Source: an optimization exercise on an open RTL-to-GDS flow (aim: a short achievable clock period and few clock cycles). Production flows keep margins and buffers that such runs may drop. The RTL was checked by simulation tests, not by an equivalence proof against the original design. Power figures rest on the tool's default switching activity, not on a simulated workload.

==> flow/design.v <==
module spark16_core (
    input  wire        clk,
    input  wire        rst,           
    input  wire        load,
    input  wire [15:0] load_start,
    input  wire [15:0] load_len,
    output reg         mem_valid,
    output reg         mem_we,
    output reg  [15:0] mem_addr,
    output reg  [15:0] mem_wdata,
    input  wire        mem_ready,
    input  wire [15:0] mem_rdata,
    output wire        halted,
    output wire        faulted,
    output wire [2:0]  fault_kind,
    input  wire [3:0]  dbg_sel,
    output reg  [15:0] dbg_data
);
    localparam [2:0] F_NONE    = 3'd0;
    localparam [2:0] F_INVALID = 3'd1;    
    localparam [2:0] F_MEMOOB  = 3'd2;    
    localparam [2:0] F_BOUNDS  = 3'd3;    
    localparam [2:0] F_STACK   = 3'd4;    
    localparam [2:0] F_NOTIMPL = 3'd5;    
    localparam [1:0] S_FETCH = 2'd0;
    localparam [1:0] S_EXEC  = 2'd1;
    localparam [1:0] S_MEM   = 2'd2;
    localparam [1:0] S_DONE  = 2'd3;
    reg [15:0] rf [1:7];
    reg [15:0] pc, sp;
    reg        fz, fc, fn, fv;
    reg        halt_q;
    reg [2:0]  fault_q;
    reg [15:0] prog_start, prog_end;
    reg [1:0]  state;
    reg [15:0] ir;
    reg [15:0] maddr_q, mwdata_q;
    reg        mwe_q;
    reg        mdest_pc_q;            
    reg [2:0]  mdest_q;               
    assign halted     = halt_q;
    assign fault_kind = fault_q;
    assign faulted    = (fault_q != F_NONE);
    wire [15:0] x [0:7];
    assign x[0] = 16'h0000;
    genvar g;
    generate
        for (g = 1; g < 8; g = g + 1) begin : g_x
            assign x[g] = rf[g];
        end
    endgenerate
    wire [15:0] flags16 = {12'h000, fv, fn, fc, fz};
    wire [15:0] inst_end   = (pc >= 16'hFFFE) ? 16'hFFFF : pc + 16'd2;
    wire        bounds_bad = (pc < prog_start) || (inst_end > prog_end);
    wire        fetch_oob  = (pc == 16'hFFFF);
    wire [3:0]  op    = ir[15:12];
    wire [2:0]  rd    = ir[11:9];
    wire [2:0]  rs    = ir[8:6];
    wire [2:0]  rt    = ir[5:3];
    wire [2:0]  funct = ir[2:0];
    wire [2:0]  rti   = ir[11:9];     
    wire [7:0]  imm8  = ir[7:0];
    wire [3:0]  sub   = ir[11:8];     
    wire [2:0]  esel  = ir[7:5];      
    wire [2:0]  ert   = ir[4:2];      
    wire [15:0] sext8  = {{8{imm8[7]}}, imm8};
    wire [15:0] zext8  = {8'h00, imm8};
    wire [15:0] sext12 = {{4{ir[11]}}, ir[11:0]};
    wire [15:0] xs  = x[rs];
    wire [15:0] xt  = x[rt];
    wire [15:0] xd  = x[rd];
    wire [15:0] xi  = x[rti];
    wire [15:0] xe  = x[ert];
    reg  [15:0] alu_a, alu_b;
    reg  [2:0]  alu_op;               
    reg  [15:0] alu_r;
    reg         alu_c, alu_v;
    reg  [16:0] sum;
    reg  [3:0]  shamt;
    reg  [31:0] wide;
    always @* begin
        if (op == 4'h0) begin
            alu_a  = xs;
            alu_b  = xt;
            alu_op = funct;
        end else if (op == 4'h1) begin             
            alu_a  = xs;
            alu_b  = xt;
            alu_op = 3'd1;
        end else begin
            alu_a = xi;
            case (op)
                4'h4:    begin alu_b = sext8; alu_op = 3'd0; end    
                4'h5:    begin alu_b = zext8; alu_op = 3'd2; end    
                4'h6:    begin alu_b = zext8; alu_op = 3'd3; end    
                default: begin alu_b = sext8; alu_op = 3'd1; end    
            endcase
        end
        sum   = 17'd0;
        wide  = 32'd0;
        alu_c = 1'b0;
        alu_v = 1'b0;
        shamt = alu_b[3:0];
        case (alu_op)
            3'd0: begin
                sum   = {1'b0, alu_a} + {1'b0, alu_b};
                alu_r = sum[15:0];
                alu_c = sum[16];
                alu_v = (~alu_a[15] & ~alu_b[15] &  alu_r[15]) |
                        ( alu_a[15] &  alu_b[15] & ~alu_r[15]);
            end
            3'd1: begin
                alu_r = alu_a - alu_b;
                alu_c = (alu_a < alu_b);
                alu_v = (~alu_a[15] &  alu_b[15] &  alu_r[15]) |
                        ( alu_a[15] & ~alu_b[15] & ~alu_r[15]);
            end
            3'd2: alu_r = alu_a & alu_b;
            3'd3: alu_r = alu_a | alu_b;
            3'd4: alu_r = alu_a ^ alu_b;
            3'd5: alu_r = ~alu_a;
            3'd6: begin
                wide  = {16'h0000, alu_a} << shamt;
                alu_r = wide[15:0];
                alu_c = wide[16];                      
            end
            default: begin
                wide  = {alu_a, 16'h0000} >> shamt;
                alu_r = wide[31:16];
                alu_c = wide[15];                      
            end
        endcase
    end
    wire alu_z = (alu_r == 16'h0000);
    wire alu_n = alu_r[15];
    always @* begin
        mem_valid = 1'b0;
        mem_we    = 1'b0;
        mem_addr  = pc;
        mem_wdata = 16'h0000;
        if (state == S_FETCH) begin
            mem_valid = !bounds_bad && !fetch_oob;
        end else if (state == S_MEM) begin
            mem_valid = 1'b1;
            mem_we    = mwe_q;
            mem_addr  = maddr_q;
            mem_wdata = mwdata_q;
        end
    end
    always @* begin
        case (dbg_sel)
            4'd0, 4'd1, 4'd2, 4'd3, 4'd4, 4'd5, 4'd6, 4'd7:
                     dbg_data = x[dbg_sel[2:0]];
            4'd8:    dbg_data = pc;
            4'd9:    dbg_data = sp;
            4'd10:   dbg_data = flags16;
            4'd11:   dbg_data = prog_start;
            4'd12:   dbg_data = prog_end;
            default: dbg_data = 16'h0000;
        endcase
    end
    integer i;
    always @(posedge clk) begin
        if (rst) begin
            for (i = 1; i < 8; i = i + 1)
                rf[i] <= 16'h0000;
            pc         <= 16'h0000;
            sp         <= 16'h0000;
            fz         <= 1'b0;
            fc         <= 1'b0;
            fn         <= 1'b0;
            fv         <= 1'b0;
            halt_q     <= 1'b0;
            fault_q    <= F_NONE;
            prog_start <= 16'h0000;
            prog_end   <= 16'h0000;
            state      <= S_FETCH;
            ir         <= 16'h0000;
            maddr_q    <= 16'h0000;
            mwdata_q   <= 16'h0000;
            mwe_q      <= 1'b0;
            mdest_pc_q <= 1'b0;
            mdest_q    <= 3'd0;
        end else if (load) begin
            prog_start <= load_start;
            prog_end   <= load_start + load_len;
            pc         <= load_start;
            sp         <= 16'hFFFE;
            halt_q     <= 1'b0;
            fault_q    <= F_NONE;
            state      <= S_FETCH;
        end else begin
            case (state)
                S_FETCH: begin
                    if (bounds_bad) begin
                        fault_q <= F_BOUNDS;
                        state   <= S_DONE;
                    end else if (fetch_oob) begin
                        fault_q <= F_MEMOOB;
                        state   <= S_DONE;
                    end else if (mem_ready) begin
                        ir    <= mem_rdata;
                        pc    <= pc + 16'd2;
                        state <= S_EXEC;
                    end
                end
                S_EXEC: begin
                    state <= S_FETCH;
                    case (op)
                        4'h0: begin                            
                            if ((funct == 3'd6 || funct == 3'd7) && alu_b[3:0] == 4'd0) begin
                                if (rd != 3'd0) rf[rd] <= xs;  
                            end else begin
                                if (rd != 3'd0) rf[rd] <= alu_r;
                                fz <= alu_z;
                                fn <= alu_n;
                                fc <= alu_c;
                                fv <= alu_v;
                            end
                        end
                        4'h1: begin
                            case (funct)
                                3'd0: begin                    
                                    maddr_q    <= {13'd0, rs};
                                    mwe_q      <= 1'b0;
                                    mdest_pc_q <= 1'b0;
                                    mdest_q    <= rd;
                                    state      <= S_MEM;
                                end
                                3'd1: begin                    
                                    maddr_q  <= {13'd0, rs};
                                    mwdata_q <= xd;
                                    mwe_q    <= 1'b1;
                                    state    <= S_MEM;
                                end
                                3'd2: begin                    
                                    fz <= alu_z;
                                    fn <= alu_n;
                                    fc <= alu_c;
                                    fv <= alu_v;
                                end
                                3'd3, 3'd5: begin              
                                    if (sp == 16'hFFFF) begin
                                        fault_q <= F_STACK;
                                        state   <= S_DONE;
                                    end else begin
                                        maddr_q    <= sp;
                                        mwe_q      <= 1'b0;
                                        mdest_pc_q <= (funct == 3'd3);
                                        mdest_q    <= rd;
                                        sp         <= sp + 16'd2;
                                        state      <= S_MEM;
                                    end
                                end
                                3'd4: begin                    
                                    if (sp < 16'd2) begin
                                        fault_q <= F_STACK;
                                        state   <= S_DONE;
                                    end else begin
                                        maddr_q  <= sp - 16'd2;
                                        mwdata_q <= xs;
                                        mwe_q    <= 1'b1;
                                        sp       <= sp - 16'd2;
                                        state    <= S_MEM;
                                    end
                                end
                                default: begin                 
                                    fault_q <= F_INVALID;
                                    state   <= S_DONE;
                                end
                            endcase
                        end
                        4'h2: begin                            
                            maddr_q    <= zext8;
                            mwe_q      <= 1'b0;
                            mdest_pc_q <= 1'b0;
                            mdest_q    <= rti;
                            state      <= S_MEM;
                        end
                        4'h3: begin                            
                            maddr_q  <= zext8;
                            mwdata_q <= xi;
                            mwe_q    <= 1'b1;
                            state    <= S_MEM;
                        end
                        4'h4, 4'h5, 4'h6: begin                
                            if (rti != 3'd0) rf[rti] <= alu_r;
                            fz <= alu_z;
                            fn <= alu_n;
                            fc <= alu_c;
                            fv <= alu_v;
                        end
                        4'h7: begin                            
                            if (rti != 3'd0) rf[rti] <= {imm8, 8'h00};
                        end
                        4'h8: begin                            
                            fz <= alu_z;
                            fn <= alu_n;
                            fc <= alu_c;
                            fv <= alu_v;
                        end
                        4'h9: begin                            
                            if (sp < 16'd2) begin
                                fault_q <= F_STACK;
                                state   <= S_DONE;
                            end else begin
                                maddr_q  <= sp - 16'd2;
                                mwdata_q <= pc;
                                mwe_q    <= 1'b1;
                                sp       <= sp - 16'd2;
                                pc       <= pc + sext12;
                                state    <= S_MEM;
                            end
                        end
                        4'hA: pc <= pc + sext12;               
                        4'hB: if (fz) pc <= pc + sext12;       
                        4'hC: if (!fz) pc <= pc + sext12;      
                        4'hD: if (!fz && (fn == fv)) pc <= pc + sext12;   
                        4'hE: begin                            
                            fault_q <= F_INVALID;
                            state   <= S_DONE;
                        end
                        default: begin                         
                            case (sub)
                                4'h0: ;                        
                                4'h1, 4'h2: begin              
                                    if (esel > 3'd2) begin
                                        fault_q <= F_INVALID;
                                        state   <= S_DONE;
                                    end else if (sub == 4'h1) begin
                                        if (ert != 3'd0)
                                            rf[ert] <= (esel == 3'd0) ? pc :
                                                       (esel == 3'd1) ? sp : flags16;
                                    end else begin
                                        case (esel)
                                            3'd0: pc <= xe;
                                            3'd1: sp <= xe;
                                            default: begin
                                                fz <= xe[0];
                                                fc <= xe[1];
                                                fn <= xe[2];
                                                fv <= xe[3];
                                            end
                                        endcase
                                    end
                                end
                                4'hE: begin                    
                                    fault_q <= F_NOTIMPL;
                                    state   <= S_DONE;
                                end
                                4'hF: begin                    
                                    halt_q <= 1'b1;
                                    state  <= S_DONE;
                                end
                                default: begin                 
                                    fault_q <= F_INVALID;
                                    state   <= S_DONE;
                                end
                            endcase
                        end
                    endcase
                end
                S_MEM: begin
                    if (mem_ready) begin
                        state <= S_FETCH;
                        if (!mwe_q) begin
                            if (mdest_pc_q)
                                pc <= mem_rdata;
                            else if (mdest_q != 3'd0)
                                rf[mdest_q] <= mem_rdata;
                        end
                    end
                end
                default: ;                                     
            endcase
        end
    end
endmodule
==> flow/run.sh <==
#!/bin/bash
# synth_recipe.tcl (not shown) runs the flow's synth.tcl, then flattens the netlist and writes it again
# the make line also repeats each setting of config.mk as NAME=value (left out here)
make -C /OpenROAD-flow-scripts/flow DESIGN_CONFIG=/design/flow/config.mk WORK_HOME=/design/flow/orfs CLKGATE_MAP_FILE= SYNTH_SCRIPT=/design/flow/synth_recipe.tcl finish
==> flow/config.mk <==
export PLATFORM = sky130hd
export DESIGN_NAME = spark16_core
export DESIGN_NICKNAME = spark16_core
export VERILOG_FILES = /design/flow/design.v
export SDC_FILE = /design/flow/constraint.sdc
export NUM_CORES = 4
export LEC_CHECK = 0
export CAP_MARGIN = 20
export CORE_MARGIN = 2
export CORE_UTILIZATION = 40
export SLEW_MARGIN = 20
==> flow/constraint.sdc <==
create_clock -name core_clock -period 10.0 [get_ports {clk}]
set_input_delay 2.0000 -clock core_clock [delete_from_list [all_inputs] [get_ports {clk}]]
set_output_delay 2.0000 -clock core_clock [all_outputs]
set_load 0.01 [all_outputs]
==> reports/summary.txt <==
Buf/Inv on CP: 1
Yosys warnings: 1
Top Family by Delay on Critical Path: simple AND/OR/NAND/NOR gates
CP peak stage delay: 0.73 ns
Die Footprint: 0.0661 sq mm
Core Area: 0.0632 sq mm
CP Data Required Time: 8.00 ns
H-tree levels: 1
Comb power frac: 0.447
RD Place Congestion: 1.08
final wirelength: 135000 um
DP HPWL: 100000 um
first-pass GRT wire length: 192000 um
cell count after synthesis: 3235
minimum clock period: 8.22 ns
die height: 257 um
RSZ-0062 raised after global routing: false
switching share of power: 0.434
largest family of logic cells by synthesized area: compound AO/OA/AOI/OAI gates
hold buffer count at cts: 0
status: finished clean
Critical Path Start Type: flip-flop
num rows: 92
Worst-Skew Late Latency: 0.61 ns
Crit-path slowest cell: o32ai_1
sequential area share after synthesis: 0.230
PwrDens: 148 mW/mm^2
CTS tree: done
HP Class: reg -> reg
Post-Synth Simple-Gate Area: 0.198
Synth area leaders: edfxtp_1 (13%), dfxtp_1 (9.9%), mux2i_1 (6.8%)
crit path cell chain: and3_1 -> and3_1 -> nand2_1 -> nor3_1 -> nand3_1 -> nand2_1 -> ha_1 -> nand4_1 -> or2_2 -> o32ai_1 -> and3_1 -> and2_0 -> or2_2 -> clkdlybuf4s50_1
area leader, netlist: edfxtp_1
most common cell after layout, fill and taps aside: nor2_1
area added between synthesis and finish: 11.2%
Crit. End Element: output port
fmax: 122 MHz
internal power: 2390 uW
worst rel slew slack: 0.196
Final ANT Viol Nets: 0
DRT iter0 DRCs: 4439
clock power share: 0.273
Chip Width: 257 um
most used cell, CP: and3_1
CP arrival: 6.22 ns
Post-Synth Adder-Cell Area: 0.0616
Final period util: 0.822
Remaining DRCs: 0
drt via density: 7.00
register share of total power: 0.281
Worst Clk Skew: 0.0359 ns
Psw: 1830 uW
post-synth top area share: 0.131
# clock sinks: 239
cell area after synthesis: 0.0256 sq mm
mux cell area share after synthesis: 0.152
setup_tns: 0 ns
vias in the first global route: 26600
post-CTS resize count: 0
1st-pass router iterations: 9
Final Hold Viols: 0
XOR/XNOR Fraction of Synth Area: 0.0198
Reg clk slew, reported paths: 0.06 ns
Starting Density: 0.406
most frequent cells in the layout: nor2_1 (404), nand2_1 (275), a21oi_1 (214), mux2i_1 (175), o21ai_0 (172)
EDFF count, synth: 112
Synth Area in Compound Gates: 0.275
all-layer global routing usage: 0.392
Crit Path Category: reg -> out
top_reg_cell synth: dfxtp_1
pre-CTS setup slack: 2.54 ns
asr flop ratio synth: 0
CTS Root Cell: clkbuf_16
largest net degree at the start of global routing: 60
synth unique cells: 108
initial antenna violation count: 1
Post-CTS Setup Repair Bufs: 0
setup ws final: 1.78 ns
critical path peak fanout: 14
Peak VDD IR: 0.000138 V
clock buffer depth: 3
final core occ: 0.451
Num CTS Buffers: 31
synthesized area per cell: 7.92 sq um
Ports: 111
# nets final: 3381
P_leak: 0.0104 uW
post-synthesis net count: 3414
Slew Viols, Final: 0
Avg WL per Cell: 33.2 um
max-cap check violation count: 0
Tightest Pin Transition: 1.21 ns
GRT Residual Overflow: 0
layout cell share with drive strength beyond 1: 0.116
setup violators final: 0
via count: 28500
synthesis-stage register bit count: 239
Port Buffers: 110
## area by class of cell
cell class                 instances  area (sq um)
multi-input combinational       2601         18200
timing repair buffer             203          1810
inverter                         126           475
clock inverter                    14           133
clock buffer                      44           885
fill                            6343         34700
sequential                       239          5920
antenna                            2          5.00
tap                              846          1060
## Yosys cell counts, drive strengths merged, types with 27 or more instances
cell type / n
o211ai: 31
mux4: 47
a221oi: 62
inv: 122
a211oi: 71
ha: 119
xnor2: 38
o22ai: 45
nor2b: 27
dfxtp: 127
and2: 44
a221o: 53
a21oi: 216
o221ai: 30
nand3: 67
edfxtp: 112
o21ai: 187
a22oi: 40
mux2: 96
mux2i: 175
nand2b: 44
nor2: 404
a21o: 47
nand2: 276
nor3: 96
buf: 80
clkbuf: 189
## final timing paths
| check | to | cells after the start | slack [ns] | start |
|---|---|---|---|---|
| min | mwdata_q[1] | 2 | 0.50 | mwdata_q[1] |
| max | mem_valid | 14 | 1.78 | pc[3] |
| max reg2reg | rf[3][13] | 17 | 2.85 | ir[11] |
| min reg2reg | mwdata_q[1] | 2 | 0.50 | mwdata_q[1] |
## cell families after synthesis
group	after synthesis
buf+inv	395
simple gates	1093
flops	239
mux	318
xor+xnor	58
compound gates	1008
fa+ha+maj	124
## sequential cells by signal, indices dropped and copies added, names as in the netlist
register / count
sp: 16
fault_q: 3
pc: 16
mdest_pc_q: 1
fz: 1
ir: 16
mwdata_q: 16
maddr_q: 16
prog_start: 16
rf: 112
fn: 1
prog_end: 16
fv: 1
mwe_q: 1
state: 2
fc: 1
mdest_q: 3
halt_q: 1
## worst reg2reg max path: stages (launching register included)
cell       delay [ns]
dfxtp_2          0.58
buf_4            0.66
mux2_2           0.44
a221oi_1         0.77
nor2_1           0.35
o21a_1           0.35
ha_1             0.26
a2111oi_0        0.39
inv_1            0.11
o211ai_1         0.35
a21oi_1          0.15
or2_2            0.31
a31oi_1          0.19
xnor2_1          0.09
a211oi_1         0.62
a211oi_1         0.21
o21ai_1          0.91
nor2_1           0.08
## stage by stage
step	power, uW	cells	hold WS [ns]	instance area, sq um
after floorplan	2320	3235	0.455	25600
after global placement	2980	4013	0.479	27400
after detailed placement	2990	4014	0.489	27400
after CTS	4140	4072	0.500	28500
after global routing	4350	4073	0.516	28500
final	4230	4075	0.497	28500
## power groups by stage
stage	Clock (uW)	Combinational, uW	Sequential (uW)
2_1_floorplan	0	1200	1130
3_3_place_gp	0	1790	1190
3_5_place_dp	0	1800	1200
4_1_cts	1150	1810	1180
5_1_grt	1190	1980	1180
6_report	1150	1890	1190
## per-layer routing
metal  global-route usage  part of all wire
met5                    0                 0
met4                0.236             0.075
met3               0.0993              0.11
met2                0.600              0.43
met1                0.495              0.38
Testbench counts, summed over its fixed seeds: cycles 502,435.

-- what the ideal ports hide --
The results above use ideal ports. As a check the final layout listed here was re-extracted and re-timed, cells and wires unchanged.
Step 1: set_driving_cell puts a clkbuf_16 on clk and a buf_2 on each other input, an assumption about the parent block.
Step 2 moves the port delays by t, midway between the first and last clock arrival at a register: inputs arrive t later, outputs are due t later. That takes back most of the time a late clock gives input paths.
a / b / c = no drivers / after step 1 / after step 2; a / b = the first two.
t (ns): 0.659
slack for setup (ns): 1.778 / 1.715 / 2.374
worst setup path after step 2: register to output
After both steps this run still meets setup and hold. For this run, drivers alone change the setup slack by -0.063 ns; drivers and shift together by +0.596 ns.
